What follows belongs to an exercise in optimizing a design on an open flow for small area and a short achievable clock period; a production flow would make more cautious choices.
Function was checked by simulation only, so behaviour that the tests miss may differ from the original.
No activity file was given, so power comes from the tool's default toggle rates.

==> flow/design.v <==
module midi_ring (
    input  wire       clk,
    input  wire       rst,
    input  wire       push,
    input  wire [7:0] push_byte,
    input  wire       step_en,
    output wire [7:0] front,        
    output wire       do_pop,       
    output wire       do_check,     
    output wire       ovf
);
    localparam [5:0] CNT0  = 6'd0;     
    localparam [5:0] CNT1  = 6'd1;     
    localparam [5:0] CNT63 = 6'd32;    
    reg [7:0] S [0:62-1];
    reg [5:0] cnt;
    reg       ovf_r;
    reg       phase;                
    reg [7:0] front_r;
    function [5:0] up;
        input [5:0] x;
        up = {x[4:0], x[5] ^ x[4] ^ ~|x[4:0]};
    endfunction
    function [5:0] down;
        input [5:0] y;
        down = {y[0] ^ y[5] ^ ~|y[5:1], y[5:1]};
    endfunction
    wire empty = (cnt == CNT0);
    wire one   = (cnt == CNT1);
    wire full  = (cnt == CNT63);
    assign do_pop   = step_en & ~phase & ~empty;
    assign do_check = step_en & phase;
    assign ovf      = ovf_r;
    assign front    = front_r;
    wire ovfl = push & full & ~do_pop;
    wire [511:0] rd_tab;            
    assign rd_tab[8*2 +: 8] = S[0];    
    assign rd_tab[8*4 +: 8] = S[1];    
    assign rd_tab[8*8 +: 8] = S[2];    
    assign rd_tab[8*16 +: 8] = S[3];    
    assign rd_tab[8*33 +: 8] = S[4];    
    assign rd_tab[8*3 +: 8] = S[5];    
    assign rd_tab[8*6 +: 8] = S[6];    
    assign rd_tab[8*12 +: 8] = S[7];    
    assign rd_tab[8*24 +: 8] = S[8];    
    assign rd_tab[8*49 +: 8] = S[9];    
    assign rd_tab[8*34 +: 8] = S[10];    
    assign rd_tab[8*5 +: 8] = S[11];    
    assign rd_tab[8*10 +: 8] = S[12];    
    assign rd_tab[8*20 +: 8] = S[13];    
    assign rd_tab[8*41 +: 8] = S[14];    
    assign rd_tab[8*19 +: 8] = S[15];    
    assign rd_tab[8*39 +: 8] = S[16];    
    assign rd_tab[8*15 +: 8] = S[17];    
    assign rd_tab[8*30 +: 8] = S[18];    
    assign rd_tab[8*61 +: 8] = S[19];    
    assign rd_tab[8*58 +: 8] = S[20];    
    assign rd_tab[8*52 +: 8] = S[21];    
    assign rd_tab[8*40 +: 8] = S[22];    
    assign rd_tab[8*17 +: 8] = S[23];    
    assign rd_tab[8*35 +: 8] = S[24];    
    assign rd_tab[8*7 +: 8] = S[25];    
    assign rd_tab[8*14 +: 8] = S[26];    
    assign rd_tab[8*28 +: 8] = S[27];    
    assign rd_tab[8*57 +: 8] = S[28];    
    assign rd_tab[8*50 +: 8] = S[29];    
    assign rd_tab[8*36 +: 8] = S[30];    
    assign rd_tab[8*9 +: 8] = S[31];    
    assign rd_tab[8*18 +: 8] = S[32];    
    assign rd_tab[8*37 +: 8] = S[33];    
    assign rd_tab[8*11 +: 8] = S[34];    
    assign rd_tab[8*22 +: 8] = S[35];    
    assign rd_tab[8*45 +: 8] = S[36];    
    assign rd_tab[8*27 +: 8] = S[37];    
    assign rd_tab[8*55 +: 8] = S[38];    
    assign rd_tab[8*46 +: 8] = S[39];    
    assign rd_tab[8*29 +: 8] = S[40];    
    assign rd_tab[8*59 +: 8] = S[41];    
    assign rd_tab[8*54 +: 8] = S[42];    
    assign rd_tab[8*44 +: 8] = S[43];    
    assign rd_tab[8*25 +: 8] = S[44];    
    assign rd_tab[8*51 +: 8] = S[45];    
    assign rd_tab[8*38 +: 8] = S[46];    
    assign rd_tab[8*13 +: 8] = S[47];    
    assign rd_tab[8*26 +: 8] = S[48];    
    assign rd_tab[8*53 +: 8] = S[49];    
    assign rd_tab[8*42 +: 8] = S[50];    
    assign rd_tab[8*21 +: 8] = S[51];    
    assign rd_tab[8*43 +: 8] = S[52];    
    assign rd_tab[8*23 +: 8] = S[53];    
    assign rd_tab[8*47 +: 8] = S[54];    
    assign rd_tab[8*31 +: 8] = S[55];    
    assign rd_tab[8*63 +: 8] = S[56];    
    assign rd_tab[8*62 +: 8] = S[57];    
    assign rd_tab[8*60 +: 8] = S[58];    
    assign rd_tab[8*56 +: 8] = S[59];    
    assign rd_tab[8*48 +: 8] = S[60];    
    assign rd_tab[8*32 +: 8] = S[61];    
    assign rd_tab[8*0 +: 8] = 8'bx;     
    assign rd_tab[8*1 +: 8] = 8'bx;     
    wire [7:0] rd = rd_tab[8*cnt +: 8];
    wire take_in = do_pop ? one : (empty | ovfl);
    integer i;
    always @(posedge clk) begin
        if (push) begin
            S[0] <= push_byte;
            for (i = 1; i < 62; i = i + 1)
                S[i] <= S[i-1];
        end
        front_r <= take_in ? push_byte : (do_pop ? rd : front_r);
    end
    always @(posedge clk) begin
        if (rst) begin
            cnt   <= CNT0;
            ovf_r <= 1'b0;
            phase <= 1'b0;
        end else begin
            if (ovfl)
                cnt <= CNT1;
            else if (push & ~do_pop)
                cnt <= up(cnt);
            else if (do_pop & ~push)
                cnt <= down(cnt);
            if (ovfl)
                ovf_r <= 1'b1;
            else if (do_check)
                ovf_r <= 1'b0;
            if (step_en)
                phase <= ~phase & empty;
        end
    end
endmodule
module midi_parser (
    input  wire       clk,
    input  wire       rst,
    input  wire       feed,
    input  wire [7:0] feed_byte,
    input  wire       force_desync,
    output reg        msg_valid,
    output wire [7:0] msg_status,
    output wire [7:0] msg_d1,
    output wire [7:0] msg_d2,
    output wire [1:0] msg_len
);
    reg [6:0] rs;
    reg       rs_v;
    reg       have;
    reg [7:0] pd1;
    reg [6:0] st_q;
    reg [7:0] d1_q;
    reg [7:0] d2_q;
    reg [1:0] len_q;
    wire [7:0] b     = feed_byte;
    wire       rt    = &b[7:3];
    wire       stat  = b[7] & ~rt;             
    wire       chan  = b[7] & ~(&b[6:4]);      
    wire       need1 = rs[6] & ~rs[5];         
    wire       acc   = ~b[7] & rs_v;           
    wire       emit  = rt | (acc & (need1 | have));
    always @(posedge clk) begin
        st_q  <= rt ? b[6:0] : rs;
        d1_q  <= rt ? 8'h00 : (need1 ? b : pd1);
        d2_q  <= (rt | need1) ? 8'h00 : b;
        len_q <= {~rt, b[7] | ~need1};
        if (feed & chan)
            rs <= b[6:0];
        if (feed & acc & ~need1 & ~have)
            pd1 <= b;
    end
    always @(posedge clk) begin
        if (rst) begin
            msg_valid <= 1'b0;
            rs_v      <= 1'b0;
            have      <= 1'b0;
        end else begin
            msg_valid <= feed & emit;
            if (force_desync) begin
                rs_v <= 1'b0;
                have <= 1'b0;
            end else if (feed) begin
                if (stat) begin
                    rs_v <= chan;
                    have <= 1'b0;
                end else if (acc & ~need1) begin
                    have <= ~have;
                end
            end
        end
    end
    assign msg_status = {1'b1, st_q};
    assign msg_d1     = d1_q;
    assign msg_d2     = d2_q;
    assign msg_len    = len_q;
endmodule
module midi_framer (
    input  wire       clk,
    input  wire       rst,           
    input  wire       in_valid,
    input  wire [7:0] in_byte,
    input  wire       step_en,       
    input  wire       desync_req,    
    output wire       msg_valid,
    output wire [7:0] msg_status,
    output wire [7:0] msg_d1,
    output wire [7:0] msg_d2,
    output wire [1:0] msg_len
);
    wire [7:0] front;
    wire       do_pop, do_check, ovf;
    midi_ring u_ring (
        .clk      (clk),
        .rst      (rst),
        .push     (in_valid),
        .push_byte(in_byte),
        .step_en  (step_en),
        .front    (front),
        .do_pop   (do_pop),
        .do_check (do_check),
        .ovf      (ovf)
    );
    midi_parser u_parser (
        .clk         (clk),
        .rst         (rst),
        .feed        (do_pop),
        .feed_byte   (front),
        .force_desync((do_check & ovf) | desync_req),
        .msg_valid   (msg_valid),
        .msg_status  (msg_status),
        .msg_d1      (msg_d1),
        .msg_d2      (msg_d2),
        .msg_len     (msg_len)
    );
endmodule
==> flow/run.sh <==
#!/bin/bash
# synth_recipe.tcl (not shown) runs the flow's synth.tcl, then flattens the netlist and writes it again
# the make line also repeats each setting of config.mk as NAME=value (left out here)
make -C /OpenROAD-flow-scripts/flow DESIGN_CONFIG=/design/flow/config.mk WORK_HOME=/design/flow/orfs CLKGATE_MAP_FILE= SYNTH_SCRIPT=/design/flow/synth_recipe.tcl finish
==> flow/config.mk <==
export PLATFORM = sky130hd
export DESIGN_NAME = midi_framer
export DESIGN_NICKNAME = midi_framer
export VERILOG_FILES = /design/flow/design.v
export SDC_FILE = /design/flow/constraint.sdc
export NUM_CORES = 4
export LEC_CHECK = 0
export CAP_MARGIN = 20
export CORE_MARGIN = 2
export CORE_UTILIZATION = 60
export CTS_BUF_LIST = sky130_fd_sc_hd__clkbuf_2 sky130_fd_sc_hd__clkbuf_4 sky130_fd_sc_hd__clkbuf_8
export PLACE_DENSITY = 0.75
export SLEW_MARGIN = 20
==> flow/constraint.sdc <==
create_clock -name core_clock -period 7.0 [get_ports {clk}]
set_input_delay 1.4000 -clock core_clock [delete_from_list [all_inputs] [get_ports {clk}]]
set_output_delay 1.4000 -clock core_clock [all_outputs]
set_load 0.01 [all_outputs]
==> results.yml, run 1 <==
sta:
  fin_crit_sh_pct: 46.9
  finalWorstSetupSlack_ns: 3.72
  fmax_mhz: 305
  fin_worst_skew_ns: 0.0312
  final-setup-viol-count: 0
  tightestPinTransition_ns: 0.932
  slew_viol_final: 0
  fin_setup_tns_ns: 0
  rsz0062_at_grt: "false"
  finalCriticalPeriod_ns: 3.28
  slew_headroom_pct: 37.9
  hold_viol: 0
setup_path:
  path_delay_family: "flip-flops"
  critPathCapture: "u_ring.front_r[7]$_DFFE_PP_"
  cp_max_fo: 41
  worstPathCellList: "buf_4 > mux4_2 > nor2b_1 > a31oi_1 > o21ai_0 > o21ai_0 > a31oi_1"
  r2r_start: "u_ring.cnt[0]$_SDFFE_PP0P_"
  startpoint: "u_ring.cnt[0]$_SDFFE_PP0P_"
  reg2reg_depth: 7
  crit_buf_inv: 1
  cp-start-kind: "register"
  crit_type: "reg -> reg"
  end_kind: "register"
  crit_required_ns: 7.36
  crit_arrival_ns: 3.64
  max_stage_delay_ns: 0.87
  rrSetupSlack_ns: 3.72
  path_depth: 7
  slowest_stage: "dfxtp_4"
  r2r-end: "u_ring.front_r[7]$_DFFE_PP_"
die:
  coreArea_mm2: 0.0347
  io_pins: 40
  die_h_um: 192
  dieArea_mm2: 0.0370
  rows: 68
  die_w_um: 192
  start_util_pct: 61.2
layout:
  nFillCells: 2159
  synthToLayoutAreaGrowth_pct: 11.9
  diodes: 0
  drive_above_1_share_pct: 22.5
  nets: 1143
clock_network:
  cts_setup_buffers: 0
  cts_tree: "yes"
  cts_htree_levels: 3
  cts.clk_slew.worst_paths_ns: 0.07
  insertion_delay_ns: 0.66
  cts_buffers: 86
  max-clock-path-buffers: 3
  cts_resized: 0
  hold_buffers: 0
  numClockSinks: 555
  cts_root_buf: "clkbuf_8"
placed_design:
  gp_congestion: 0.814
  preCtsSetupSlack_ns: 3.15
  io_buffers: 38
  dp_hpwl_um: 25500
grt:
  overflow: 0
  grt_max_degree: 186
  antenna_found_initial: 0
  grt_pass1_vias: 10400
  grt_usage_pct: 23.4
  grt_pass1_wl_um: 62800
logic_synthesis:
  synth_area_leader_cell: "edfxtp_1"
  yosys_warnings: 3
  synthArstFlopShare_pct: 0
  syn_area_mm2: 0.0213
  syn_inst: 1044
  synth_fp_nets: 1060
  ys_seq_area_share_pct: 76.7
  synth_seq_cells: 555
  synth.distinct_cells: 52
  syn_avg_cell_area_um2: 20.4
  synth_edf_count: 519
  synth_top_area_share_pct: 73.3
  synth_ff_type: "edfxtp_1"
  synthTopCellsByArea: "edfxtp_1 73%, mux4_2 11%, dfxtp_1 3.4%"
job:
  maxCapViolCount: 0
detailed_routing:
  firstDrtPassIters: 5
  drc: 0
  first_iter_violations: 1405
  dr_total_vias: 10500
  wl_um: 41600
  routed_via_density: 6.38
  ant_nets: 0
  wl_per_cell_um: 25.2
hold_path:
  worstHoldPathType: "reg -> reg"
power_and_ir_drop:
  powerDensity_mw_per_mm2: 371
  power.leakage_nw: 7.84
  irDropWorstVdd_mv: 0.225
outcome:
  status: "complete, no violations"
[Yosys cell counts (9+ instances only)]
| library cell | number |
|---|---|
| nand2b_1 | 15 |
| a21oi_1 | 25 |
| o21ai_0 | 21 |
| a211oi_1 | 15 |
| mux2i_1 | 47 |
| buf_4 | 9 |
| mux4_1 | 9 |
| buf_2 | 24 |
| mux4_2 | 103 |
| clkbuf_1 | 14 |
| nor2_1 | 22 |
| o22ai_1 | 15 |
| nor2b_1 | 11 |
| edfxtp_1 | 519 |
| o2bb2ai_1 | 10 |
| nand2_1 | 49 |
| nand3_1 | 15 |
| dfxtp_1 | 36 |
[routing by layer]
metal  vias up  share of wire, %  track usage, %
li1       4498                 -               -
met1      5450                43            35.9
met2       502                45            33.2
met3        84               8.5            5.26
met4         0               2.9            9.28
met5         -                 0               0
[worst min path at each step]
stage / startpoint / to / slack [ns] / cells after the start
3_3_place_gp: u_parser.rs[4]$_DFFE_PP_ / u_parser.st_q[4]$_DFF_P_ / 0.40 / 1
3_5_place_dp: u_parser.rs[3]$_DFFE_PP_ / u_parser.st_q[3]$_DFF_P_ / 0.42 / 1
2_1_floorplan: u_parser.rs[3]$_DFFE_PP_ / u_parser.st_q[3]$_DFF_P_ / 0.40 / 1
5_1_grt: u_ring.S[30][0]$_DFFE_PP_ / u_ring.S[31][0]$_DFFE_PP_ / 0.43 / 0
6_report: u_ring.S[30][0]$_DFFE_PP_ / u_ring.S[31][0]$_DFFE_PP_ / 0.41 / 0
4_1_cts: u_ring.S[30][0]$_DFFE_PP_ / u_ring.S[31][0]$_DFFE_PP_ / 0.41 / 0
[layout by cell type, fill, tap and decap left out, types with 6 or more instances in the layout]
cell type | synthesis | layout
edfxtp_1 | 519 | 519
mux4_2 | 103 | 103
clkbuf_8 | 0 | 94
nand2_1 | 49 | 49
mux2i_1 | 47 | 47
clkdlybuf4s50_1 | 0 | 37
dfxtp_1 | 36 | 32
clkbuf_4 | 0 | 27
a21oi_1 | 25 | 25
nor2_1 | 22 | 22
o21ai_0 | 21 | 21
clkinv_1 | 1 | 16
nand2b_1 | 15 | 15
nand3_1 | 15 | 15
o22ai_1 | 15 | 15
a211oi_1 | 15 | 15
nor2b_1 | 11 | 11
buf_4 | 9 | 11
o2bb2ai_1 | 10 | 10
mux4_1 | 9 | 9
clkinv_2 | 0 | 9
and3_1 | 8 | 8
inv_1 | 6 | 6
[sequential cells by signal, summed over array words and instances (netlist names)]
signal	flops
u_parser.have	1
u_parser.pd1	8
u_ring.ovf_r	1
u_parser.st_q	7
u_parser.rs	7
u_parser.d2_q	8
u_parser.msg_valid	1
u_ring.front_r	8
u_parser.len_q	2
u_ring.S	496
u_ring.phase	1
u_ring.cnt	6
u_parser.d1_q	8
u_parser.rs_v	1
[kinds of logic after synthesis]
group / synth area share [%]
fa+ha+maj: 0.177
buf+inv: 1.68
mux: 14.3
other cells: 0.0176
compound gates: 3.78
simple gates: 3.30
flops: 76.7
[final cells by class]
type | count | area [µm²] | area share [%]
sequential | 555 | 16300 | 68.6
multi-input combinational | 426 | 4610 | 19.4
clock buffer | 121 | 1500 | 6.29
tap | 455 | 569 | 2.39
timing repair buffer | 51 | 508 | 2.14
clock inverter | 35 | 262 | 1.10
inverter | 7 | 26.3 | 0.110
[worst reg2reg max path, stage by stage, from the launching register on]
cell	delay, ns
dfxtp_4	0.87
buf_4	0.69
mux4_2	0.64
nor2b_1	0.14
a31oi_1	0.14
o21ai_0	0.10
o21ai_0	0.28
a31oi_1	0.12
[report_power, final]
group / leakage [nW] / internal [mW] / switching, mW / total, mW
sequential: 5.38 / 3.98 / 0.295 / 4.27
clock: 0.923 / 1.50 / 1.24 / 2.74
combinational: 1.54 / 0.871 / 0.938 / 1.81
total: 7.84 / 6.35 / 2.47 / 8.82
[per-stage QoR]
step                hold slack [ns]  utilization [%]  cell area (µm²)  total power [mW]  instances
floorplan                     0.401                -            21300              5.54       1044
global placement              0.404             63.5            22000              6.11       1494
detailed placement            0.416             63.5            22000              6.15       1494
CTS                           0.414             68.5            23800              8.89       1650
global route                  0.432             68.5            23800              9.18       1650
finish                        0.412             68.5            23800              8.82       1650
==> run 2, diff against run 1 <==
--- a/flow/config.mk
+++ b/flow/config.mk
@@ -10,4 +10,5 @@
 export CORE_UTILIZATION = 60
 export CTS_BUF_LIST = sky130_fd_sc_hd__clkbuf_2 sky130_fd_sc_hd__clkbuf_4 sky130_fd_sc_hd__clkbuf_8
 export PLACE_DENSITY = 0.75
+export SETUP_SLACK_MARGIN = 4.5
 export SLEW_MARGIN = 20
==> results.yml, run 2 <==
outcome:
  status: "complete, no violations"
layout:
  top_register: "u_ring.S"
  layout_common_cells: "519 x edfxtp_1, 103 x mux4_2, 88 x clkbuf_8"
  diodes: 0
  synthToLayoutAreaGrowth_pct: 12.2
  layout_commonest_cell: "edfxtp_1"
  nFillCells: 2136
  largest_reg_flops: 496
  drive_above_1_share_pct: 26.2
  final_area_mm2: 0.0239
  nets: 1155
  postLayoutCoreUtil_pct: 68.7
logic_synthesis:
  syn_avg_cell_area_um2: 20.4
  ys_seq_area_share_pct: 76.7
  synthTopCellsByArea: "edfxtp_1 73%, mux4_2 11%, dfxtp_1 3.4%"
  synth_ff_type: "edfxtp_1"
  synth_area_leader_cell: "edfxtp_1"
  synthArstFlopShare_pct: 0
  synth_top_area_share_pct: 73.3
  syn_area_mm2: 0.0213
  yosys_warnings: 3
  synth_edf_count: 519
  yosys-top-cells-count: "519 x edfxtp_1, 103 x mux4_2, 49 x nand2_1"
  synth_seq_cells: 555
  synth.most_common_cell: "edfxtp_1"
  syn_inst: 1044
  synth_fp_nets: 1060
  synth.distinct_cells: 52
placed_design:
  io_buffers: 38
  place_area_mm2: 0.0221
  gp_congestion: 0.805
  dp_hpwl_um: 25200
clock_network:
  cts_root_buf: "clkbuf_8"
  numClockSinks: 555
  cts_buffers: 85
  cts_tree: "yes"
  hold_buffers: 0
  insertion_delay_ns: 0.64
  max-clock-path-buffers: 3
  cts.clk_slew.worst_paths_ns: 0.06
  cts_htree_levels: 3
job:
  maxCapViolCount: 0
detailed_routing:
  firstDrtPassIters: 5
  wl_um: 42700
  ant_nets: 0
  dr_total_vias: 10600
  routed_via_density: 6.40
  first_iter_violations: 1245
  drc: 0
  wl_per_cell_um: 25.8
setup_path:
  r2r_start: "u_ring.cnt[3]$_SDFFE_PP0P_"
  cp_max_fo: 8
  r2r-end: "u_ring.front_r[2]$_DFFE_PP_"
  crit_arrival_ns: 2.90
  crit_type: "in -> reg"
  crit_required_ns: 7.37
  rrSetupSlack_ns: 4.57
  reg2reg_depth: 7
  end_kind: "register"
  cp-start-kind: "input port"
power_and_ir_drop:
  irDropWorstVdd_mv: 0.245
  total_power_mw: 8.77
  power.leakage_nw: 7.88
  powerDensity_mw_per_mm2: 368
die:
  start_util_pct: 61.2
  rows: 68
  dieArea_mm2: 0.0370
  die_h_um: 192
  coreArea_mm2: 0.0347
  die_w_um: 192
  io_pins: 40
sta:
  slew_headroom_pct: 40.8
  fin_crit_sh_pct: 36.1
  timing.hold.ws_ns: 0.422
  slew_viol_final: 0
  final-setup-viol-count: 0
  hold_viol: 0
  fin_setup_tns_ns: 0
  tightestPinTransition_ns: 0.887
  fin_worst_skew_ns: 0.0262
  rsz0062_at_grt: "true"
  fmax_mhz: 396
  finalCriticalPeriod_ns: 2.53
hold_path:
  hold_start: "u_ring.S[27][2]$_DFFE_PP_"
  hold_path_depth: 0
  holdPathEnd: "u_ring.S[28][2]$_DFFE_PP_"
  worstHoldPathType: "reg -> reg"
grt:
  grt_pass1_vias: 10600
  grtUsageMet2_pct: 35.8
  grt_usage_pct: 24.0
  grt_max_degree: 92
  met1_usage_pct: 34.8
  gr-max-usage-layer: "met2"
  antenna_found_initial: 0
  use_met3_pct: 6.27
  grt_pass1_wl_um: 63700
  overflow: 0
[run 2: layout make-up]
| cell class | count | area [µm²] | share of cell area (%) |
|---|---|---|---|
| inverters | 7 | 31.3 | 0.131 |
| multi-input cells | 426 | 4680 | 19.6 |
| flip-flops and latches | 555 | 16300 | 68.4 |
| clock buffers | 113 | 1400 | 5.86 |
| clock inverters | 34 | 164 | 0.687 |
| repair buffers | 64 | 678 | 2.84 |
| well taps | 455 | 569 | 2.39 |
[run 2: power by group]
| group | switching [mW] | internal [mW] |
|---|---|---|
| Sequential | 0.188 | 3.98 |
| Clock | 1.20 | 1.30 |
| Combinational | 1.13 | 0.979 |
[run 2: cell families (layout without fill, tap and decap cells)]
kind of cell             Yosys count  in the layout  synth area share, %
flip-flops                       555            555                 76.7
multiplexers                     161            161                 14.3
AND/OR/NAND/NOR                  142            142                 3.30
AO/OA/AOI/OAI                    119            119                 3.78
buffers and inverters             63            218                 1.68
adder cells (fa/ha/maj)            3              3                0.177
other                              1              1               0.0176
[run 2: repair_timing]
action	4_1_cts	5_1_grt
setup endpoints to repair	245	138
gates resized for setup	134	14
gates cloned	1	0
pin swaps	2	1
buffers inserted	11	0
[run 2: worst max path at each step]
stage          slack [ns]                     endpoint  cells after the start                     start
3_3_place_gp         3.16    u_ring.S[60][5]$_DFFE_PP_                      3                  in_valid
5_1_grt              4.46  u_ring.front_r[2]$_DFFE_PP_                      6                   step_en
3_5_place_dp         3.10     u_ring.S[3][5]$_DFFE_PP_                      3                  in_valid
4_1_cts              4.48                msg_status[2]                      1  u_parser.st_q[2]$_DFF_P_
6_report             4.47  u_ring.front_r[2]$_DFFE_PP_                      6                   step_en
2_1_floorplan        4.44  u_ring.front_r[0]$_DFFE_PP_                      6                   step_en
[run 2: routing by layer]
layer  routed length, µm  vias to the layer above
met2               20000                      527
met4                 947                        0
met3                3800                       73
li1                    -                     4514
met1               17900                     5476
met5                   0                        -
[run 2: critical path: stages]
cell,delay [ns]
dlygate4sd2_1,0.33
nand2b_4,0.13
a31oi_4,0.24
a2111o_2,0.30
nand3_1,0.15
o32a_1,0.33
[run 2: through the flow]
step	instances	setup slack, ns
3_5_place_dp	1495	3.10
4_1_cts	1654	4.48
2_1_floorplan	1044	4.44
6_report	1654	4.47
5_1_grt	1654	4.46
3_3_place_gp	1495	3.16
==> run 3, diff against run 2 <==
--- a/flow/design.v
+++ b/flow/design.v
@@ -25,15 +25,15 @@
         input [5:0] y;
         down = {y[0] ^ y[5] ^ ~|y[5:1], y[5:1]};
     endfunction
-    wire empty = (cnt == CNT0);
-    wire one   = (cnt == CNT1);
-    wire full  = (cnt == CNT63);
-    assign do_pop   = step_en & ~phase & ~empty;
+    wire empty  = (cnt == CNT0);
+    wire one    = (cnt == CNT1);
+    wire full   = (cnt == CNT63);
+    wire pop_ok = ~phase & ~empty;
+    assign do_pop   = step_en & pop_ok;
     assign do_check = step_en & phase;
     assign ovf      = ovf_r;
     assign front    = front_r;
-    wire ovfl = push & full & ~do_pop;
-    wire [511:0] rd_tab;            
+    wire [511:0] rd_tab;         
     assign rd_tab[8*2 +: 8] = S[0];    
     assign rd_tab[8*4 +: 8] = S[1];    
     assign rd_tab[8*8 +: 8] = S[2];    
@@ -99,7 +99,10 @@
     assign rd_tab[8*0 +: 8] = 8'bx;     
     assign rd_tab[8*1 +: 8] = 8'bx;     
     wire [7:0] rd = rd_tab[8*cnt +: 8];
-    wire take_in = do_pop ? one : (empty | ovfl);
+    wire [7:0] front_pop   = one ? push_byte : rd;
+    wire [7:0] front_nopop = (empty | (push & full)) ? push_byte : front_r;
+    wire [5:0] cnt_pop     = push ? cnt : down(cnt);
+    wire [5:0] cnt_nopop   = push ? (full ? CNT1 : up(cnt)) : cnt;
     integer i;
     always @(posedge clk) begin
         if (push) begin
@@ -107,7 +110,7 @@
             for (i = 1; i < 62; i = i + 1)
                 S[i] <= S[i-1];
         end
-        front_r <= take_in ? push_byte : (do_pop ? rd : front_r);
+        front_r <= do_pop ? front_pop : front_nopop;
     end
     always @(posedge clk) begin
         if (rst) begin
@@ -115,13 +118,8 @@
             ovf_r <= 1'b0;
             phase <= 1'b0;
         end else begin
-            if (ovfl)
-                cnt <= CNT1;
-            else if (push & ~do_pop)
-                cnt <= up(cnt);
-            else if (do_pop & ~push)
-                cnt <= down(cnt);
-            if (ovfl)
+            cnt <= do_pop ? cnt_pop : cnt_nopop;
+            if (~do_pop & push & full)
                 ovf_r <= 1'b1;
             else if (do_check)
                 ovf_r <= 1'b0;
==> flow/config.mk (replaced) <==
export PLATFORM = sky130hd
export DESIGN_NAME = midi_framer
export DESIGN_NICKNAME = midi_framer
export VERILOG_FILES = /design/flow/design.v
export SDC_FILE = /design/flow/constraint.sdc
export NUM_CORES = 4
export LEC_CHECK = 0
export CAP_MARGIN = 20
export CORE_MARGIN = 2
export CORE_UTILIZATION = 50
export CTS_CLUSTER_DIAMETER = 80
export CTS_CLUSTER_SIZE = 25
export PLACE_DENSITY = 0.7
export SETUP_SLACK_MARGIN = 4.6
export SLEW_MARGIN = 20
export TNS_END_PERCENT = 0
==> results.yml, run 3 <==
detailed_routing:
  wl_per_cell_um: 26.4
  ant_nets: 0
  first_iter_violations: 1629
  firstDrtPassIters: 5
  routed_via_density: 6.27
  wl_um: 44300
  drc: 0
  dr_total_vias: 10600
setup_path:
  end_kind: "register"
  path_delay_family: "multiplexers"
  crit_buf_inv: 1
  worstPathCellList: "buf_6 > mux4_2 > mux2i_1 > o21ai_0 > o21ai_0 > o31ai_1 > mux2_2"
  cp-start-kind: "register"
  crit_type: "reg -> reg"
  crit_required_ns: 7.35
  cpMostUsedCell: "o21ai_0"
  max_stage_delay_ns: 0.58
  slowest_stage: "mux4_2"
  crit_arrival_ns: 2.85
  cp_max_fo: 27
clock_network:
  cts_tree: "yes"
  cts.clk_slew.worst_paths_ns: 0.10
  insertion_delay_ns: 0.59
  max-clock-path-buffers: 3
  cts_htree_levels: 1
  cts_root_buf: "clkbuf_16"
  cts_buffers: 28
  numClockSinks: 555
  hold_buffers: 0
power_and_ir_drop:
  power_switching_mw: 1.87
  powerDensity_mw_per_mm2: 309
  total_power_mw: 7.17
  power.leakage_nw: 7.47
  internal-power_mw: 5.29
  pwr-share-comb_pct: 16.8
  pwr-share-seq_pct: 57.6
  power.share.clock_pct: 25.6
  p_sw_share_pct: 26.1
  irDropWorstVdd_mv: 0.199
logic_synthesis:
  synth_seq_cells: 555
  synthArstFlopShare_pct: 0
  ys_seq_area_share_pct: 76.5
  synth.distinct_cells: 49
  synth.most_common_cell: "edfxtp_1"
  synth_ff_type: "edfxtp_1"
  syn_area_mm2: 0.0213
  synth_top_area_share_pct: 73.1
  yosys_warnings: 3
  synth_edf_count: 519
  yosys-top-cells-count: "519 x edfxtp_1, 83 x mux4_2, 60 x nand2_1"
  syn_inst: 1087
  synth_area_leader_cell: "edfxtp_1"
  syn_avg_cell_area_um2: 19.6
  synth_fp_nets: 1103
  synthTopCellsByArea: "edfxtp_1 73%, mux4_2 8.8%, dfxtp_1 3.4%"
die:
  rows: 75
  io_pins: 40
  dieArea_mm2: 0.0443
  die_w_um: 210
  start_util_pct: 50.7
  die_h_um: 210
  coreArea_mm2: 0.0420
grt:
  grt_pass1_wl_um: 65800
  met1_usage_pct: 31.2
  gr-max-usage-layer: "met1"
  antenna_found_initial: 0
  grt_usage_pct: 20.1
  grt_pass1_vias: 10100
  grtUsageMet2_pct: 30.3
  overflow: 0
  grt_max_degree: 126
  use_met3_pct: 2.67
sta:
  tightestPinTransition_ns: 0.799
  finalCriticalPeriod_ns: 2.50
  final-setup-viol-count: 0
  rsz0062_at_grt: "true"
  fin_crit_sh_pct: 35.6
  slew_viol_final: 0
  finalWorstSetupSlack_ns: 4.50
  fin_setup_tns_ns: 0
  fmax_mhz: 401
  hold_viol: 0
  fin_worst_skew_ns: 0.0201
  slew_headroom_pct: 46.6
placed_design:
  dp_hpwl_um: 26700
  preCtsSetupSlack_ns: 3.60
  io_buffers: 38
  place_area_mm2: 0.0222
  gp_congestion: 0.821
layout:
  postLayoutCoreUtil_pct: 55.1
  diodes: 0
  nFillCells: 3158
  seq_area_mm2: 0.0163
  synthToLayoutAreaGrowth_pct: 8.61
  layout_common_cells: "519 x edfxtp_1, 83 x mux4_2, 58 x nand2_1"
  multi_input_area_mm2: 0.00464
  drive_above_1_share_pct: 20.2
  nets: 1137
  final_area_mm2: 0.0232
  largest_reg_flops: 496
  layout_commonest_cell: "edfxtp_1"
  top_register: "u_ring.S"
outcome:
  status: "complete, no violations"
hold_path:
  worstHoldPathType: "reg -> reg"
job:
  maxCapViolCount: 0
run 3: cell types whose count changed in the layout (fill, tap and decap cells not counted), sizes merged, moves of 11 or more:
cell and delta:
clkinv -27, clkbuf -70, a21oi +15, nand2 +11
mux4 -25, mux2 +29
run 3: layout make-up:
class,instances,area share (%)
Inverter,7,0.140
Clock inverter,9,0.340
Tap cell,539,2.91
Clock buffer,43,3.40
Timing Repair Buffer,65,2.69
Sequential cell,555,70.5
Multi-Input combinational cell,464,20.0
run 3: cell families after synthesis:
group                    Yosys count  share of synthesized area, %
buffers and inverters             68                          2.14
flip-flops                       555                          76.5
AND/OR/NAND/NOR                  139                          3.15
multiplexers                     175                          13.6
other                              1                        0.0176
AO/OA/AOI/OAI                    146                          4.47
adder cells (fa/ha/maj)            3                         0.176
run 3: repair_timing:
action                     CTS  global route
buffers inserted            11             0
resized for setup          128             4
pin swaps                    0             0
gates cloned                 1             0
setup endpoints to repair  355           342
run 3: final timing paths:
kind         cells past startpoint                     endpoint  slack, ns                  startpoint
min reg2reg                      1     u_parser.st_q[3]$_DFF_P_       0.44    u_parser.rs[3]$_DFFE_PP_
max reg2reg                      7  u_ring.front_r[5]$_DFFE_PP_       4.50  u_ring.cnt[0]$_SDFFE_PP0P_
min                              1     u_parser.st_q[3]$_DFF_P_       0.44    u_parser.rs[3]$_DFFE_PP_
max                              7  u_ring.front_r[5]$_DFFE_PP_       4.50  u_ring.cnt[0]$_SDFFE_PP0P_
run 3: per-layer routing:
metal | vias to the layer above | wire length [µm]
met5 | - | 0
met4 | 0 | 1080
met3 | 77 | 3600
met2 | 561 | 20300
met1 | 5430 | 19300
li1 | 4483 | -
run 3: worst reg2reg max path: cells and delay by family (launching register included):
family                 cells  cell delay, ns
flip-flops                 1            0.49
multiplexers               3            1.03
AO/OA/AOI/OAI              3            0.39
buffers and inverters      1            0.34
run 3: metrics by stage:
stage	hold slack, ns	instances
after floorplan	0.401	1087
after global placement	0.411	1618
after detailed placement	0.414	1618
after CTS	0.436	1682
after global routing	0.435	1682
final	0.438	1682
run 3: power groups by stage:
stage	registers [mW]	clock network, mW	logic (mW)
final	4.13	1.83	1.20
after global routing	4.16	1.98	1.28
after CTS	4.13	1.88	1.20
after detailed placement	4.25	0	1.12
after global placement	4.25	0	1.11
after floorplan	4.12	0	0.841
==> run 4, diff against run 3 <==
--- a/flow/config.mk
+++ b/flow/config.mk
@@ -8,9 +8,8 @@
 export CAP_MARGIN = 20
 export CORE_MARGIN = 2
 export CORE_UTILIZATION = 50
-export CTS_CLUSTER_DIAMETER = 80
-export CTS_CLUSTER_SIZE = 25
+export CTS_CLUSTER_DIAMETER = 70
+export CTS_CLUSTER_SIZE = 30
 export PLACE_DENSITY = 0.7
 export SETUP_SLACK_MARGIN = 4.6
 export SLEW_MARGIN = 20
-export TNS_END_PERCENT = 0
==> results.yml, run 4 <==
placed_design:
  io_buffers: 38
  dp_hpwl_um: 26700
  gp_congestion: 0.787
setup_path:
  slowest_stage: "dfxtp_1"
  end_kind: "output port"
  cp-start-kind: "register"
  crit_type: "reg -> out"
  worstPathCellList: "buf_2"
  crit_arrival_ns: 1.05
  cp_max_fo: 1
  path_delay_family: "flip-flops"
  max_stage_delay_ns: 0.32
  crit_required_ns: 5.60
  crit_buf_inv: 1
die:
  dieArea_mm2: 0.0443
  die_h_um: 210
  start_util_pct: 50.7
  coreArea_mm2: 0.0420
  io_pins: 40
  rows: 75
  die_w_um: 210
logic_synthesis:
  yosys_warnings: 3
  synthArstFlopShare_pct: 0
  synth_ff_type: "edfxtp_1"
  synth.most_common_cell: "edfxtp_1"
  synth.distinct_cells: 49
  synthTopCellsByArea: "edfxtp_1 73%, mux4_2 8.8%, dfxtp_1 3.4%"
  synth_edf_count: 519
  synth_top_area_share_pct: 73.1
  synth_compound_area_share_pct: 4.47
  synthXorXnorAreaFrac_pct: 0
  syn_inst: 1087
  synth_seq_cells: 555
  synth_fp_nets: 1103
  ys_seq_area_share_pct: 76.5
  syn_area_mm2: 0.0213
  syn_avg_cell_area_um2: 19.6
  synthMuxAreaShare_pct: 13.6
  synth_area_leader_cell: "edfxtp_1"
  synth_top_family_by_area: "multiplexers"
  yosys.area_share.simple_pct: 3.15
  synth_fa_ha_area_share_pct: 0.176
  yosys-top-cells-count: "519 x edfxtp_1, 83 x mux4_2, 60 x nand2_1"
power_and_ir_drop:
  internal-power_mw: 5.44
  pwr-share-seq_pct: 55.6
  power.leakage_nw: 7.66
  irDropWorstVdd_mv: 0.209
  power_switching_mw: 2.01
  power.share.clock_pct: 26.7
  powerDensity_mw_per_mm2: 315
  pwr-share-comb_pct: 17.7
  p_sw_share_pct: 27.0
clock_network:
  cts_root_buf: "clkbuf_16"
  cts_buffers: 28
  cts_tree: "yes"
  insertion_delay_ns: 0.61
  numClockSinks: 555
  hold_buffers: 0
  cts.clk_slew.worst_paths_ns: 0.10
  cts_htree_levels: 1
  max-clock-path-buffers: 3
sta:
  fmax_mhz: 409
  fin_setup_tns_ns: 0
  tightestPinTransition_ns: 0.830
  hold_viol: 0
  final-setup-viol-count: 0
  fin_crit_sh_pct: 35.0
  slew_headroom_pct: 44.7
  rsz0062_at_grt: "true"
  slew_viol_final: 0
  finalCriticalPeriod_ns: 2.45
  fin_worst_skew_ns: 0.0264
detailed_routing:
  wl_um: 45600
  dr_total_vias: 10700
  first_iter_violations: 1549
  drc: 0
  wl_per_cell_um: 26.9
  routed_via_density: 6.28
  ant_nets: 0
  firstDrtPassIters: 7
layout:
  synthToLayoutAreaGrowth_pct: 10.8
  top_register: "u_ring.S"
  layout_common_cells: "519 x edfxtp_1, 83 x mux4_2, 58 x nand2_1"
  nFillCells: 3097
  drive_above_1_share_pct: 23.3
  postLayoutCoreUtil_pct: 56.2
  largest_reg_flops: 496
  nets: 1152
  layout_commonest_cell: "edfxtp_1"
grt:
  antenna_found_initial: 3
  grt_pass1_wl_um: 67200
  overflow: 0
  grt_pass1_vias: 10300
  grt_usage_pct: 20.5
  grt_max_degree: 162
job:
  maxCapViolCount: 0
hold_path:
  worstHoldPathType: "reg -> reg"
outcome:
  status: "complete, no violations"
-- run 4: cell types whose count changed in the layout (fill, tap and decap cells not counted), sizes merged, moves of 2 or more --
cell	previous run	this run
buf	53	65
bufbuf	1	4
clkbuf	43	31
clkinv	2	9
clkinvlp	1	3
inv	13	15
-- run 4: stage by stage --
| stage | setup WS [ns] | total power, mW | hold WS, ns | instances | area, µm² |
|---|---|---|---|---|---|
| floorplan | 4.58 | 4.96 | 0.401 | 1087 | 21400 |
| detailed placement | 3.59 | 5.37 | 0.413 | 1613 | 22100 |
| finish | 4.55 | 7.45 | 0.433 | 1697 | 23600 |
| global placement | 3.59 | 5.37 | 0.413 | 1613 | 22100 |
| global route | 4.52 | 7.71 | 0.446 | 1696 | 23600 |
| CTS | 4.53 | 7.44 | 0.436 | 1683 | 23400 |
-- run 4: what timing repair did --
item,4_1_cts,5_1_grt
gates cloned,4,0
endpoints found under the setup margin,465,32
buffers inserted,15,13
resized for setup,145,26
pin swaps,1,2
-- run 4: kinds of logic after synthesis --
family	after synthesis
multiplexers	175
AND/OR/NAND/NOR	139
flip-flops	555
AO/OA/AOI/OAI	146
buffers and inverters	68
adder cells (fa/ha/maj)	3
other	1
-- run 4: final timing paths --
path | start | endpoint | slack (ns) | cells after the start
worst min-delay path | u_parser.rs[4]$_DFFE_PP_ | u_parser.st_q[4]$_DFF_P_ | 0.43 | 1
worst max-delay path | u_parser.d1_q[5]$_SDFF_PP0_ | msg_d1[5] | 4.55 | 1
worst min register to register | u_parser.rs[4]$_DFFE_PP_ | u_parser.st_q[4]$_DFF_P_ | 0.43 | 1
worst max register to register | u_ring.cnt[1]$_SDFFE_PP0P_ | u_ring.front_r[5]$_DFFE_PP_ | 4.63 | 6
-- run 4: power groups by stage --
stage          clock (mW)  combinational [mW]  sequential, mW
2_1_floorplan           0               0.841            4.12
3_3_place_gp            0                1.15            4.22
3_5_place_dp            0                1.14            4.23
4_1_cts              2.03                1.27            4.13
5_1_grt              2.15                1.40            4.17
6_report             1.99                1.32            4.14
-- run 4: per-layer routing --
metal	global-route usage, %	up-vias	share of wire, %
met2	30.8	532	46
met4	5.08	2	2.5
met1	31.7	5524	43
li1	-	4519	-
met5	0	-	0.088
met3	3.34	84	8.2
-- run 4: cell type report --
class | count | area, µm² | area share, %
diodes | 1 | 2.50 | 0.0106
multi-input cells | 464 | 4640 | 19.7
clock buffers | 30 | 729 | 3.09
flip-flops and latches | 555 | 16300 | 69.2
well taps | 539 | 674 | 2.86
repair buffers | 80 | 925 | 3.92
inverters | 7 | 35.0 | 0.148
clock inverters | 21 | 269 | 1.14
==> run 5, diff against run 4 <==
--- a/flow/config.mk
+++ b/flow/config.mk
@@ -8,8 +8,8 @@
 export CAP_MARGIN = 20
 export CORE_MARGIN = 2
 export CORE_UTILIZATION = 50
-export CTS_CLUSTER_DIAMETER = 70
-export CTS_CLUSTER_SIZE = 30
+export CTS_CLUSTER_DIAMETER = 60
+export CTS_CLUSTER_SIZE = 35
 export PLACE_DENSITY = 0.7
-export SETUP_SLACK_MARGIN = 4.6
+export SETUP_SLACK_MARGIN = 4.8
 export SLEW_MARGIN = 20
==> results.yml, run 5 <==
outcome:
  status: "complete, no violations"
power_and_ir_drop:
  pwr-share-seq_pct: 51.8
  irDropWorstVdd_mv: 0.153
  power.leakage_nw: 8.20
  power.share.clock_pct: 27.9
  power_switching_mw: 2.13
  powerDensity_mw_per_mm2: 323
  p_sw_share_pct: 26.6
  internal-power_mw: 5.86
  pwr-share-comb_pct: 20.3
setup_path:
  crit_required_ns: 5.60
  cp-start-kind: "register"
  cp_max_fo: 1
  end_kind: "output port"
  critPathCapture: "msg_status[5]"
  rrSetupSlack_ns: 4.68
  slowest_stage: "dfxtp_2"
  crit_buf_inv: 1
  worstPathCellList: "buf_6"
  r2r-end: "u_ring.front_r[7]$_DFFE_PP_"
  startpoint: "u_parser.st_q[5]$_DFF_P_"
  path_delay_family: "flip-flops"
  reg2reg_depth: 7
  crit_type: "reg -> out"
  crit_arrival_ns: 1.02
  r2r_start: "u_ring.cnt[1]$_SDFFE_PP0P_"
  max_stage_delay_ns: 0.33
  path_depth: 1
sta:
  slew_headroom_pct: 46.2
  fin_worst_skew_ns: 0.0299
  fmax_mhz: 414
  final-setup-viol-count: 0
  hold_viol: 0
  fin_setup_tns_ns: 0
  fin_crit_sh_pct: 34.5
  slew_viol_final: 0
  finalCriticalPeriod_ns: 2.42
  rsz0062_at_grt: "true"
  tightestPinTransition_ns: 0.806
clock_network:
  cts_htree_levels: 2
  cts_root_buf: "clkbuf_16"
  cts.clk_slew.worst_paths_ns: 0.09
  max-clock-path-buffers: 3
  hold_buffers: 0
  insertion_delay_ns: 0.58
  cts_tree: "yes"
  cts_buffers: 35
  numClockSinks: 555
layout:
  nets: 1205
  top_register: "u_ring.S"
  layout_common_cells: "519 x edfxtp_1, 84 x mux4_2, 54 x nand2_1"
  synthToLayoutAreaGrowth_pct: 16.0
  layout_commonest_cell: "edfxtp_1"
  drive_above_1_share_pct: 29.2
  largest_reg_flops: 496
  diodes: 0
  final_area_mm2: 0.0247
detailed_routing:
  wl_um: 48400
  dr_total_vias: 11200
  first_iter_violations: 1501
  drc: 0
  routed_via_density: 6.37
  firstDrtPassIters: 7
  wl_per_cell_um: 27.6
  ant_nets: 0
grt:
  gr-max-usage-layer: "met1"
  grt_max_degree: 109
  use_met3_pct: 4.11
  grtUsageMet2_pct: 31.9
  grt_pass1_wl_um: 69600
  antenna_found_initial: 0
  overflow: 0
  met1_usage_pct: 32.8
  grt_usage_pct: 21.6
  grt_pass1_vias: 10700
logic_synthesis:
  syn_inst: 1087
  yosys-top-cells-count: "519 x edfxtp_1, 83 x mux4_2, 60 x nand2_1"
  synthArstFlopShare_pct: 0
  synth_area_leader_cell: "edfxtp_1"
  synth.distinct_cells: 49
  synth_top_area_share_pct: 73.1
  synth_edf_count: 519
  synth_fp_nets: 1103
  yosys_warnings: 3
  synth_ff_type: "edfxtp_1"
  ys_seq_area_share_pct: 76.5
  synth_seq_cells: 555
  synth.most_common_cell: "edfxtp_1"
  syn_avg_cell_area_um2: 19.6
  synthTopCellsByArea: "edfxtp_1 73%, mux4_2 8.8%, dfxtp_1 3.4%"
  syn_area_mm2: 0.0213
placed_design:
  place_area_mm2: 0.0221
  io_buffers: 38
  dp_hpwl_um: 25400
  gp_congestion: 0.814
die:
  die_h_um: 210
  dieArea_mm2: 0.0443
  coreArea_mm2: 0.0420
  die_w_um: 210
  rows: 75
  io_pins: 40
  start_util_pct: 50.7
job:
  maxCapViolCount: 0
hold_path:
  worstHoldPathType: "reg -> reg"
==> run 5: per-layer routing <==
metal / part of all wire, % / wire length, µm
met1: 42 / 20100
met2: 46 / 22300
met3: 9.9 / 4790
met4: 2.5 / 1220
met5: 0 / 0
==> run 5: power by group through the flow <==
stage / combinational [mW] / clock [mW] / sequential (mW)
2_1_floorplan: 0.841 / 0 / 4.12
3_3_place_gp: 1.10 / 0 / 4.24
3_5_place_dp: 1.11 / 0 / 4.25
4_1_cts: 1.46 / 2.28 / 4.13
5_1_grt: 1.70 / 2.40 / 4.16
6_report: 1.62 / 2.23 / 4.14
==> run 5: logic make-up after synthesis <==
family          Yosys count  share of synthesized area, %
compound gates          146                          4.47
fa+ha+maj                 3                         0.176
buf+inv                  68                          2.14
flops                   555                          76.5
mux                     175                          13.6
other cells               1                        0.0176
simple gates            139                          3.15
==> run 5: repair_timing <==
action / CTS / global route
setup buffers: 41 / 17
resized for setup: 183 / 68
gates cloned: 11 / 6
pin swaps: 8 / 18
setup endpoints to repair: 464 / 218
==> run 5: per-stage QoR <==
| step | std cells | worst slack (ns) | hold WS (ns) | total power, mW | utilization [%] |
|---|---|---|---|---|---|
| after floorplan | 1087 | 4.58 | 0.401 | 4.96 | - |
| after global placement | 1616 | 3.60 | 0.417 | 5.34 | 52.7 |
| after detailed placement | 1616 | 3.59 | 0.421 | 5.35 | 52.7 |
| after CTS | 1731 | 4.55 | 0.427 | 7.86 | 57.5 |
| after global routing | 1754 | 4.55 | 0.447 | 8.26 | 58.8 |
| final | 1754 | 4.58 | 0.427 | 7.99 | 58.8 |
==> run 5: area by class of cell <==
type                            count  area [µm²]
Clock buffer                       41         941
Tap cell                          539         674
Multi-Input combinational cell    464        4840
Sequential cell                   555       16300
Inverter                            7        40.0
Clock inverter                     22         254
Timing Repair Buffer              126        1650
Fill cell                        2994       17300
==> run 5: worst min path at each step <==
stage                     cells after the start                       from                   endpoint
after floorplan                               1   u_parser.rs[3]$_DFFE_PP_   u_parser.st_q[3]$_DFF_P_
final                                         0   u_ring.S[9][7]$_DFFE_PP_  u_ring.S[10][7]$_DFFE_PP_
after global routing                          0   u_ring.S[9][7]$_DFFE_PP_  u_ring.S[10][7]$_DFFE_PP_
after global placement                        1   u_parser.rs[4]$_DFFE_PP_   u_parser.st_q[4]$_DFF_P_
after CTS                                     0  u_ring.S[32][7]$_DFFE_PP_  u_ring.S[33][7]$_DFFE_PP_
after detailed placement                      1   u_parser.rs[4]$_DFFE_PP_   u_parser.st_q[4]$_DFF_P_
==> run 5: worst reg2reg max path: cells and delay by family, from the launching register on <==
kind            cells  cell delay (ns)
mux                 1             0.54
compound gates      4             0.71
simple gates        1             0.15
buf+inv             1             0.20
flops               1             0.46
==> run 6, diff against run 5 <==
==> flow/config.mk (replaced) <==
export PLATFORM = sky130hd
export DESIGN_NAME = midi_framer
export DESIGN_NICKNAME = midi_framer
export VERILOG_FILES = /design/flow/design.v
export SDC_FILE = /design/flow/constraint.sdc
export NUM_CORES = 4
export LEC_CHECK = 0
export CAP_MARGIN = 20
export CORE_MARGIN = 2
export CORE_UTILIZATION = 72
export CTS_CLUSTER_DIAMETER = 80
export CTS_CLUSTER_SIZE = 25
export PLACE_DENSITY = 0.85
export SETUP_SLACK_MARGIN = 4.6
export SLEW_MARGIN = 20
==> results.yml, run 6 <==
placed_design:
  post-place-cells: 1466
  dp_hpwl_um: 26600
  place_area_mm2: 0.0219
  io_buffers: 38
  gp_congestion: 0.850
  preCtsSetupSlack_ns: 3.57
layout:
  drive_above_1_share_pct: 21.1
  nets: 1145
  layout_commonest_cell: "edfxtp_1"
  synthToLayoutAreaGrowth_pct: 8.60
  largest_reg_flops: 496
  final_area_mm2: 0.0232
  final_cells: 1540
  layout_common_cells: "519 x edfxtp_1, 83 x mux4_2, 57 x nand2_1, 57 x mux2i_1, 39 x a21oi_1"
  nFillCells: 1382
  top_register: "u_ring.S"
logic_synthesis:
  synth.most_common_cell: "edfxtp_1"
  syn_avg_cell_area_um2: 19.6
  synth_ff_type: "edfxtp_1"
  ys_seq_area_share_pct: 76.5
  synth_seq_cells: 555
  yosys_warnings: 3
  yosys-top-cells-count: "519 x edfxtp_1, 83 x mux4_2, 60 x nand2_1"
  syn_area_mm2: 0.0213
  synth_fp_nets: 1103
  synth_top_area_share_pct: 73.1
  syn_inst: 1087
  synth.distinct_cells: 49
  synth_area_leader_cell: "edfxtp_1"
  synthTopCellsByArea: "edfxtp_1 73%, mux4_2 8.8%, dfxtp_1 3.4%"
  synth_edf_count: 519
  synthArstFlopShare_pct: 0
power_and_ir_drop:
  irDropWorstVdd_mv: 0.227
  total_power_mw: 7.18
  powerDensity_mw_per_mm2: 310
  power.leakage_nw: 7.52
detailed_routing:
  routed_via_density: 7.31
  wl_per_cell_um: 30.4
  wl_um: 46800
  dr_total_vias: 11300
  ant_nets: 0
  first_iter_violations: 1966
  drc: 0
  firstDrtPassIters: 6
sta:
  fmax_mhz: 399
  finalWorstSetupSlack_ns: 4.50
  fin_worst_skew_ns: 0.0270
  final-setup-viol-count: 0
  fin_setup_tns_ns: 0
  hold_viol: 0
  slew_viol_final: 0
  fin_crit_sh_pct: 35.8
  rsz0062_at_grt: "true"
  slew_headroom_pct: 37.1
  tightestPinTransition_ns: 0.943
  finalCriticalPeriod_ns: 2.50
grt:
  antenna_found_initial: 0
  grtUsageMet2_pct: 46.1
  grt_pass1_vias: 10700
  overflow: 0
  gr-max-usage-layer: "met2"
  met1_usage_pct: 44.6
  grt_pass1_wl_um: 67200
  grt_usage_pct: 29.8
  grt_max_degree: 199
  use_met3_pct: 5.06
die:
  io_pins: 40
  die_h_um: 176
  dieArea_mm2: 0.0310
  coreArea_mm2: 0.0294
  start_util_pct: 72.5
  rows: 63
  die_w_um: 176
setup_path:
  crit_type: "reg -> reg"
  crit_arrival_ns: 2.83
  end_kind: "register"
  cp_max_fo: 36
  cp-start-kind: "register"
  crit_required_ns: 7.33
clock_network:
  insertion_delay_ns: 0.59
  numClockSinks: 555
  hold_buffers: 0
  cts.clk_slew.worst_paths_ns: 0.11
  cts_tree: "yes"
  cts_buffers: 26
  cts_root_buf: "clkbuf_16"
  cts_htree_levels: 1
  max-clock-path-buffers: 3
job:
  maxCapViolCount: 0
hold_path:
  worstHoldPathType: "reg -> reg"
outcome:
  status: "complete, no violations"
[run 6: cell counts after synthesis]
No cell type changed its count.
[run 6: path summary, 6_finish.rpt]
path	from	endpoint	slack (ns)	cells after the start
hold / removal	u_ring.S[60][6]$_DFFE_PP_	u_ring.S[61][6]$_DFFE_PP_	0.43	0
setup / recovery	u_ring.cnt[3]$_SDFFE_PP0P_	u_ring.front_r[5]$_DFFE_PP_	4.50	7
hold reg to reg	u_ring.S[60][6]$_DFFE_PP_	u_ring.S[61][6]$_DFFE_PP_	0.43	0
setup reg to reg	u_ring.cnt[3]$_SDFFE_PP0P_	u_ring.front_r[5]$_DFFE_PP_	4.50	7
[run 6: final cells by class]
class | count | area [µm²] | area share [%]
Inverter | 7 | 35.0 | 0.151
Clock inverter | 2 | 25.0 | 0.108
Tap cell | 390 | 488 | 2.11
Antenna cell | 1 | 2.50 | 0.0108
Timing Repair Buffer | 75 | 873 | 3.77
Clock buffer | 46 | 747 | 3.23
Multi-Input combinational cell | 464 | 4650 | 20.1
Sequential cell | 555 | 16300 | 70.5
[run 6: routing by layer]
layer / wire (µm) / share of wire (%)
met5: 0 / 0
met4: 1690 / 3.6
met3: 5640 / 12
met2: 22100 / 47
met1: 17300 / 37
[run 6: kinds of logic after synthesis]
group	synth area share, %
adders and majority gates	0.176
and+or+nand+nor	3.15
muxes	13.6
other	0.0176
AOI/OAI and AO/OA	4.47
buffers and inverters	2.14
DFF	76.5
[run 6: what timing repair did]
item,CTS,global route
gates resized for setup,146,20
setup endpoints to repair,331,404
cloned,2,1
pin swaps,0,2
buffers inserted,14,8
[run 6: power by group]
part	switching (mW)	internal, mW
clock network	0.978	0.738
registers	0.208	3.95
logic	0.694	0.612
[run 6: per-stage QoR]
stage | hold slack (ns) | util, %
finish | 0.432 | 78.7
global route | 0.456 | 78.7
CTS | 0.438 | 78.2
detailed placement | 0.426 | 74.6
global placement | 0.407 | 74.6
floorplan | 0.401 | -
[run 6: critical path, stage by stage (launching register included)]
cell	delay, ns
dfxtp_1	0.37
clkbuf_8	0.37
and3b_2	0.43
a21oi_1	0.20
o221ai_1	0.19
a22oi_1	0.26
o31ai_1	0.13
mux2_2	0.28
==> run 7, diff against run 6 <==
--- a/flow/config.mk
+++ b/flow/config.mk
@@ -7,9 +7,9 @@
 export LEC_CHECK = 0
 export CAP_MARGIN = 20
 export CORE_MARGIN = 2
-export CORE_UTILIZATION = 72
+export CORE_UTILIZATION = 65
 export CTS_CLUSTER_DIAMETER = 80
 export CTS_CLUSTER_SIZE = 25
-export PLACE_DENSITY = 0.85
+export PLACE_DENSITY = 0.8
 export SETUP_SLACK_MARGIN = 4.6
 export SLEW_MARGIN = 20
==> results.yml, run 7 <==
sta:
  slew_viol_final: 0
  tightestPinTransition_ns: 0.805
  fin_crit_sh_pct: 34.9
  slew_headroom_pct: 46.2
  finalCriticalPeriod_ns: 2.44
  fin_setup_tns_ns: 0
  timing.hold.ws_ns: 0.431
  hold_viol: 0
  rsz0062_at_grt: "true"
  finalWorstSetupSlack_ns: 4.56
  fmax_mhz: 409
  final-setup-viol-count: 0
  fin_worst_skew_ns: 0.0143
layout:
  nets: 1157
  largest_reg_flops: 496
  layout_commonest_cell: "edfxtp_1"
  final_cells: 1594
  synthToLayoutAreaGrowth_pct: 9.78
  drive_above_1_share_pct: 22.4
  postLayoutCoreUtil_pct: 72.1
  nFillCells: 1804
  top_register: "u_ring.S"
  diodes: 0
  layout_common_cells: "519 x edfxtp_1, 85 x mux4_2, 57 x mux2i_1"
outcome:
  status: "complete, no violations"
logic_synthesis:
  synth_top_area_share_pct: 73.1
  synth_fp_nets: 1103
  syn_area_mm2: 0.0213
  syn_inst: 1087
  synth_seq_cells: 555
  synthArstFlopShare_pct: 0
  synth_ff_type: "edfxtp_1"
  synthTopCellsByArea: "edfxtp_1 73%, mux4_2 8.8%, dfxtp_1 3.4%"
  yosys_warnings: 3
  synth.distinct_cells: 49
  synth_area_leader_cell: "edfxtp_1"
  synth_edf_count: 519
  yosys-top-cells-count: "519 x edfxtp_1, 83 x mux4_2, 60 x nand2_1"
  synth.most_common_cell: "edfxtp_1"
  ys_seq_area_share_pct: 76.5
  syn_avg_cell_area_um2: 19.6
power_and_ir_drop:
  irDropWorstVdd_mv: 0.246
  power_switching_mw: 1.86
  pwr-share-comb_pct: 19.1
  internal-power_mw: 5.34
  powerDensity_mw_per_mm2: 308
  pwr-share-seq_pct: 57.7
  p_sw_share_pct: 25.8
  power.leakage_nw: 7.61
  power.share.clock_pct: 23.2
die:
  io_pins: 40
  rows: 66
  start_util_pct: 65.7
  dieArea_mm2: 0.0343
  die_h_um: 185
  die_w_um: 185
  coreArea_mm2: 0.0325
clock_network:
  cts_tree: "yes"
  hold_buffers: 0
  insertion_delay_ns: 0.57
  cts_htree_levels: 1
  numClockSinks: 555
  cts.clk_slew.worst_paths_ns: 0.10
  cts_root_buf: "clkbuf_16"
  max-clock-path-buffers: 3
  cts_buffers: 26
setup_path:
  crit_required_ns: 7.33
  r2r_start: "u_ring.cnt[2]$_SDFFE_PP0P_"
  path_delay_family: "simple AND/OR/NAND/NOR gates"
  cp_max_fo: 13
  crit_buf_inv: 0
  path_depth: 5
  reg2reg_depth: 5
  rrSetupSlack_ns: 4.56
  end_kind: "register"
  crit_type: "reg -> reg"
  slowest_stage: "dfxtp_4"
  worstPathCellList: "and2_1 > nand2_2 > o22ai_1 > o31ai_1 > mux2_2"
  r2r-end: "u_ring.front_r[5]$_DFFE_PP_"
  cp-start-kind: "register"
  crit_arrival_ns: 2.78
  max_stage_delay_ns: 0.55
detailed_routing:
  wl_um: 46100
  wl_per_cell_um: 28.9
  ant_nets: 0
  firstDrtPassIters: 6
  dr_total_vias: 10900
  drc: 0
  routed_via_density: 6.87
  first_iter_violations: 1724
placed_design:
  dp_hpwl_um: 25800
  post-place-cells: 1518
  io_buffers: 38
  preCtsSetupSlack_ns: 3.57
  gp_congestion: 0.820
grt:
  grt_max_degree: 109
  grt_usage_pct: 26.9
  overflow: 0
  grt_pass1_vias: 10500
  grt_pass1_wl_um: 65800
  antenna_found_initial: 0
hold_path:
  hold_start: "u_parser.rs[4]$_DFFE_PP_"
  worstHoldPathType: "reg -> reg"
  holdPathEnd: "u_parser.st_q[4]$_DFF_P_"
  hold_path_depth: 1
job:
  maxCapViolCount: 0
run 7: changes by cell type in the layout (fill, tap and decap cells not counted), moves of 4 or more:
cell and delta:
clkbuf_1 -10, buf_12 +6, dfxtp_2 -6, buf_2 +5
buf_6 -5, dfxtp_1 +5, buf_4 +4
run 7: per-layer routing:
| layer | wire, µm | share of wire (%) | GRT usage [%] |
|---|---|---|---|
| met5 | 0 | 0 | 0 |
| met4 | 1650 | 3.6 | 9.33 |
| met3 | 5180 | 11 | 6.31 |
| met2 | 21200 | 46 | 40.4 |
| met1 | 18100 | 39 | 39.5 |
run 7: final cells by class:
cell class / instances / area (µm²) / share of cell area [%]
Clock inverter: 3 / 25.0 / 0.107
Tap cell: 442 / 553 / 2.36
Sequential cell: 555 / 16300 / 69.8
Inverter: 7 / 35.0 / 0.150
Timing Repair Buffer: 87 / 1080 / 4.61
Multi-Input combinational cell: 464 / 4680 / 20.0
Clock buffer: 36 / 709 / 3.03
run 7: repair_timing:
| action | in CTS | in global routing |
|---|---|---|
| setup endpoints to repair | 463 | 167 |
| gates resized for setup | 158 | 27 |
| setup buffers | 29 | 1 |
| gates cloned | 6 | 1 |
| pin swaps | 1 | 4 |
run 7: how the worst max path moves through the flow:
| stage | start | end | slack [ns] |
|---|---|---|---|
| after floorplan | step_en | u_ring.cnt[2]$_SDFFE_PP0P_ | 4.58 |
| after global placement | step_en | u_ring.cnt[5]$_SDFFE_PP0P_ | 3.60 |
| after detailed placement | step_en | u_ring.cnt[5]$_SDFFE_PP0P_ | 3.57 |
| after CTS | u_parser.d1_q[2]$_SDFF_PP0_ | msg_d1[2] | 4.57 |
| after global routing | u_ring.cnt[1]$_SDFFE_PP0P_ | u_ring.front_r[7]$_DFFE_PP_ | 4.52 |
| final | u_ring.cnt[2]$_SDFFE_PP0P_ | u_ring.front_r[5]$_DFFE_PP_ | 4.56 |
run 7: metrics by stage:
| step | area, µm² | total power, mW |
|---|---|---|
| detailed placement | 22000 | 5.36 |
| global route | 23400 | 7.41 |
| global placement | 22000 | 5.33 |
| floorplan | 21400 | 4.96 |
| CTS | 23300 | 7.16 |
| finish | 23400 | 7.20 |
run 7: cells by family (layout without fill, tap and decap cells):
family,after synthesis,count (layout),share of synthesized area (%)
other,1,1,0.0176
flip-flops,555,555,76.5
buffers and inverters,68,133,2.14
AND/OR/NAND/NOR,139,139,3.15
adder cells (fa/ha/maj),3,3,0.176
multiplexers,175,175,13.6
AO/OA/AOI/OAI,146,146,4.47
run 7: power by group through the flow:
stage | Sequential [mW] | Combinational (mW) | Clock [mW]
6_report | 4.15 | 1.38 | 1.67
2_1_floorplan | 4.12 | 0.841 | 0
5_1_grt | 4.17 | 1.46 | 1.78
3_5_place_dp | 4.25 | 1.11 | 0
4_1_cts | 4.14 | 1.34 | 1.69
3_3_place_gp | 4.24 | 1.09 | 0
run 7: worst reg2reg max path, stage by stage (launching register included):
cell,delay (ns)
dfxtp_4,0.55
and2_1,0.55
nand2_2,0.42
o22ai_1,0.26
o31ai_1,0.15
mux2_2,0.29
==> run 8, diff against run 7 <==
--- a/flow/config.mk
+++ b/flow/config.mk
@@ -7,9 +7,9 @@
 export LEC_CHECK = 0
 export CAP_MARGIN = 20
 export CORE_MARGIN = 2
-export CORE_UTILIZATION = 65
+export CORE_UTILIZATION = 50
 export CTS_CLUSTER_DIAMETER = 80
 export CTS_CLUSTER_SIZE = 25
-export PLACE_DENSITY = 0.8
+export PLACE_DENSITY = 0.7
 export SETUP_SLACK_MARGIN = 4.6
 export SLEW_MARGIN = 20
==> results.yml, run 8 <==
die:
  die_w_um: 210
  coreArea_mm2: 0.0420
  start_util_pct: 50.7
  dieArea_mm2: 0.0443
  die_h_um: 210
  io_pins: 40
  rows: 75
logic_synthesis:
  syn_avg_cell_area_um2: 19.6
  synth_area_leader_cell: "edfxtp_1"
  synth_top_area_share_pct: 73.1
  synthTopCellsByArea: "edfxtp_1 73%, mux4_2 8.8%, dfxtp_1 3.4%"
  synth_seq_cells: 555
  synth_ff_type: "edfxtp_1"
  syn_area_mm2: 0.0213
  yosys-top-cells-count: "519 x edfxtp_1, 83 x mux4_2, 60 x nand2_1"
  synth_edf_count: 519
  synth_compound_area_share_pct: 4.47
  synth.most_common_cell: "edfxtp_1"
  synth_fa_ha_area_share_pct: 0.176
  synth_fp_nets: 1103
  synth_top_family_by_area: "multiplexers"
  synthArstFlopShare_pct: 0
  yosys_warnings: 3
  yosys.area_share.simple_pct: 3.15
  ys_seq_area_share_pct: 76.5
  synthXorXnorAreaFrac_pct: 0
  synth.distinct_cells: 49
  syn_inst: 1087
  synthMuxAreaShare_pct: 13.6
sta:
  fin_worst_skew_ns: 0.0233
  fin_setup_tns_ns: 0
  slew_headroom_pct: 45.1
  final-setup-viol-count: 0
  fmax_mhz: 409
  rsz0062_at_grt: "true"
  slew_viol_final: 0
  hold_viol: 0
  fin_crit_sh_pct: 34.9
  timing.hold.ws_ns: 0.431
  tightestPinTransition_ns: 0.822
  finalCriticalPeriod_ns: 2.44
placed_design:
  gp_congestion: 0.787
  dp_hpwl_um: 26700
  post-place-cells: 1613
  io_buffers: 38
clock_network:
  cts_htree_levels: 1
  insertion_delay_ns: 0.59
  numClockSinks: 555
  cts_root_buf: "clkbuf_16"
  max-clock-path-buffers: 3
  cts_tree: "yes"
  cts.clk_slew.worst_paths_ns: 0.10
  cts_buffers: 27
  hold_buffers: 0
power_and_ir_drop:
  power.leakage_nw: 7.59
  power_switching_mw: 1.87
  power.share.clock_pct: 24.3
  pwr-share-seq_pct: 57.3
  irDropWorstVdd_mv: 0.211
  pwr-share-comb_pct: 18.3
  p_sw_share_pct: 26.0
  powerDensity_mw_per_mm2: 308
  total_power_mw: 7.22
  internal-power_mw: 5.34
detailed_routing:
  first_iter_violations: 1645
  wl_um: 45500
  drc: 0
  ant_nets: 0
  routed_via_density: 6.25
  dr_total_vias: 10600
  firstDrtPassIters: 6
  wl_per_cell_um: 26.9
layout:
  layout_commonest_cell: "edfxtp_1"
  layout_common_cells: "519 x edfxtp_1, 83 x mux4_2, 58 x nand2_1"
  postLayoutCoreUtil_pct: 55.8
  final_cells: 1691
  synthToLayoutAreaGrowth_pct: 9.95
  nets: 1153
  drive_above_1_share_pct: 22.5
  largest_reg_flops: 496
  top_register: "u_ring.S"
job:
  maxCapViolCount: 0
grt:
  grtUsageMet2_pct: 30.4
  grt_max_degree: 162
  antenna_found_initial: 1
  grt_pass1_wl_um: 66500
  gr-max-usage-layer: "met1"
  grt_pass1_vias: 10300
  grt_usage_pct: 20.4
  use_met3_pct: 3.72
  met1_usage_pct: 31.2
  overflow: 0
setup_path:
  crit_arrival_ns: 1.04
  worstPathCellList: "buf_2"
  end_kind: "output port"
  cp-start-kind: "register"
  crit_buf_inv: 1
  max_stage_delay_ns: 0.32
  path_delay_family: "flip-flops"
  slowest_stage: "dfxtp_1"
  crit_type: "reg -> out"
  crit_required_ns: 5.60
  cp_max_fo: 1
hold_path:
  worstHoldPathType: "reg -> reg"
outcome:
  status: "complete, no violations"
-- run 8: cells by family (layout without fill, tap and decap cells) --
logic type / after synthesis / in the layout
AOI/OAI and AO/OA: 146 / 146
adders and majority gates: 3 / 3
buffers and inverters: 68 / 132
DFF: 555 / 555
muxes: 175 / 175
other: 1 / 2
and+or+nand+nor: 139 / 139
-- run 8: power groups by stage --
stage                     logic, mW  registers [mW]  clock network (mW)
after global placement         1.15            4.22                   0
after global routing           1.40            4.17                1.91
final                          1.32            4.14                1.76
after detailed placement       1.14            4.23                   0
after CTS                      1.27            4.13                1.80
after floorplan               0.841            4.12                   0
-- run 8: worst paths after layout --
| path | start | slack [ns] | depth (start not counted) | endpoint |
|---|---|---|---|---|
| worst min register to register | u_parser.rs[4]$_DFFE_PP_ | 0.43 | 1 | u_parser.st_q[4]$_DFF_P_ |
| worst max register to register | u_ring.cnt[0]$_SDFFE_PP0P_ | 4.63 | 7 | u_ring.front_r[4]$_DFFE_PP_ |
| worst min-delay path | u_parser.rs[4]$_DFFE_PP_ | 0.43 | 1 | u_parser.st_q[4]$_DFF_P_ |
| worst max-delay path | u_parser.d1_q[5]$_SDFF_PP0_ | 4.56 | 1 | msg_d1[5] |
-- run 8: area by class of cell --
type	instances	area [µm²]
fillers	3115	18600
flip-flops and latches	555	16300
multi-input cells	464	4650
repair buffers	82	953
clock buffers	33	698
well taps	539	674
clock inverters	10	92.6
inverters	7	35.0
diodes	1	2.50
-- run 8: metal layers --
layer / vias to the layer above / routed length (µm)
met4: 0 / 1300
met1: 5466 / 19800
met5: - / 0
met3: 67 / 3770
li1: 4503 / -
met2: 527 / 20700
-- run 8: metrics by stage --
stage,setup slack (ns),instance area (µm²)
2_1_floorplan,4.58,21400
3_3_place_gp,3.59,22100
3_5_place_dp,3.59,22100
4_1_cts,4.52,23200
5_1_grt,4.52,23400
6_report,4.56,23400
-- run 8: repair_timing --
| item | CTS | global route |
|---|---|---|
| pin swaps | 1 | 1 |
| endpoints found under the setup margin | 465 | 52 |
| resized for setup | 145 | 27 |
| gates cloned | 4 | 1 |
| setup buffers | 16 | 13 |

Check on run 8: ideal ports give 4.556 ns setup slack; a clkbuf_16 on the clock port and buf_2 on the inputs give 4.505 ns; moving port delays by the midpoint clock arrival (0.633 ns) as well gives 4.026 ns.
